What follows belongs to an exercise in optimizing a design on an open flow for small area, a short achievable clock period and few clock cycles; a production flow would make more cautious choices.
Power figures rest on the tool's default switching activity, not on a simulated workload.

Setup of before:
==> flow/design.v (excerpt) <==
module dither_mono #(
    parameter W = 32
) (
    input  wire        clk,
    input  wire        rst,
    input  wire        in_valid,
    output wire        in_ready,
    input  wire [15:0] in_pixel,
    input  wire        in_sof,
    input  wire [7:0]  cfg_thr,
    input  wire        cfg_dither,
    output wire        out_valid,
    input  wire        out_ready,
    output wire [7:0]  out_byte
);
    function [5:0] q7_off(input [6:0] s);
        case (s)
        7'd0: q7_off = 6'd0;
        7'd1: q7_off = 6'd0;
        7'd2: q7_off = 6'd0;
        7'd3: q7_off = 6'd1;
        7'd4: q7_off = 6'd1;
        7'd5: q7_off = 6'd2;
        7'd6: q7_off = 6'd2;
        7'd7: q7_off = 6'd3;
        7'd8: q7_off = 6'd3;
        7'd9: q7_off = 6'd3;
        7'd10: q7_off = 6'd4;
        7'd11: q7_off = 6'd4;
        7'd12: q7_off = 6'd5;
        7'd13: q7_off = 6'd5;
        7'd14: q7_off = 6'd6;
        7'd15: q7_off = 6'd6;
        7'd16: q7_off = 6'd7;
        7'd17: q7_off = 6'd7;
        7'd18: q7_off = 6'd7;
        7'd19: q7_off = 6'd8;
        7'd20: q7_off = 6'd8;
        7'd21: q7_off = 6'd9;
        7'd22: q7_off = 6'd9;
        7'd23: q7_off = 6'd10;
        7'd24: q7_off = 6'd10;
        7'd25: q7_off = 6'd10;
        7'd26: q7_off = 6'd11;
        7'd27: q7_off = 6'd11;
        7'd28: q7_off = 6'd12;
        7'd29: q7_off = 6'd12;
        7'd30: q7_off = 6'd13;
        7'd31: q7_off = 6'd13;
        7'd32: q7_off = 6'd14;
        7'd33: q7_off = 6'd14;
        7'd34: q7_off = 6'd14;
        7'd35: q7_off = 6'd15;
        7'd36: q7_off = 6'd15;
        7'd37: q7_off = 6'd16;
        7'd38: q7_off = 6'd16;
        7'd39: q7_off = 6'd17;
        7'd40: q7_off = 6'd17;
        7'd41: q7_off = 6'd17;
        7'd42: q7_off = 6'd18;
        7'd43: q7_off = 6'd18;
        7'd44: q7_off = 6'd19;
        7'd45: q7_off = 6'd19;
        7'd46: q7_off = 6'd20;
        7'd47: q7_off = 6'd20;
        7'd48: q7_off = 6'd21;
        7'd49: q7_off = 6'd21;
  ...
==> flow/config.mk <==
export PLATFORM = sky130hd
export DESIGN_NAME = dither_mono
export DESIGN_NICKNAME = dither_mono
export VERILOG_FILES = /design/flow/design.v
export SDC_FILE = /design/flow/constraint.sdc
export NUM_CORES = 4
export LEC_CHECK = 0
export CAP_MARGIN = 20
export CORE_MARGIN = 2
export CORE_UTILIZATION = 60
export CTS_CLUSTER_DIAMETER = 60
export CTS_CLUSTER_SIZE = 25
export PLACE_DENSITY = 0.7
export SLEW_MARGIN = 20
==> flow/constraint.sdc <==
create_clock -name core_clock -period 13.0 [get_ports {clk}]
set_input_delay 2.6000 -clock core_clock [delete_from_list [all_inputs] [get_ports {clk}]]
set_output_delay 2.6000 -clock core_clock [all_outputs]
set_load 0.01 [all_outputs]
standard.sh (not shown) runs the stock make flow with config.mk's settings and CLKGATE_MAP_FILE= SYNTH_SCRIPT=/design/flow/synth_recipe.tcl, a recipe that flattens the netlist after the stock synthesis.
==> flow/flow/run.sh <==
#!/bin/bash
# The standard layout, with every port buffered by a buf_4 instead of the
# default port buffer, and timing repair aiming for more setup slack than
# the clock period needs.
set -euo pipefail
export BUFFER_PORTS_ARGS="-buffer_cell sky130_fd_sc_hd__buf_4"
export SETUP_SLACK_MARGIN=10.0
bash standard.sh finish > flow_make.log 2>&1
Modified inputs, after compared to before
diff --git a/flow/flow/run.sh b/flow/flow/run.sh
--- a/flow/flow/run.sh
+++ b/flow/flow/run.sh
@@ -5,4 +5,4 @@
 set -euo pipefail
 export BUFFER_PORTS_ARGS="-buffer_cell sky130_fd_sc_hd__buf_4"
-export SETUP_SLACK_MARGIN=10.0
+export SETUP_SLACK_MARGIN=9.6
 bash standard.sh finish > flow_make.log 2>&1
==> comparison <==
- after: all stages complete, timing, DRC and antenna checks passed
- Diff before -> after | DRC violation total after the first TritonRoute iteration | down by more than 10%
- When the final numbers for before and after were put side by side, the post-route worst setup slack turned out to be smaller in after.
- Of before and after, the lower total routing resource utilization after global routing belongs to after.
- before consumes more power than after.
- Part of the total power dissipated in the clock network is lower on before
- Compared with before, after shows a lower layout overhead on the synthesized area.
- Changes observed in after relative to before: final critical path time including I/O delays and setup increased 0.11 ns, portion of the clock cycle consumed by the worst path in the final layout increased 0.83 points, number of tapcells essentially unchanged.
Function was not checked in any run of this note: the RTL went through the layout flow alone.

afterwards: timing with drivers on the ports:
The flow's constraints put no driver on any port. The routed layouts listed below were extracted and timed again, unchanged, in two steps. Step 1 sets driving cells, clkbuf_16 on the clock port and buf_2 on the other inputs (assumed; they add their load-dependent delay and slew). Step 2 times the ports against the registers' clock, not the clock port: input delays grow and output delays shrink by t, the midpoint of the rising clock arrivals with the driver on. Three values: no drivers, after step 1, after step 2; two values: the first two.
| run | t (ns) | slack for setup (ns) | worst setup path after step 2 | worst slew at a driven data input, ns |
|---|---|---|---|---|
| before | 0.663 | 8.730 / 8.727 / 8.064 | input to register | 0.10 |
| after | 0.652 | 8.623 / 8.605 / 7.953 | input to register | 0.14 |
After both steps every run listed still meets setup and hold. For after, which loses most, drivers alone change the setup slack by -0.018 ns; drivers and shift together by -0.670 ns.
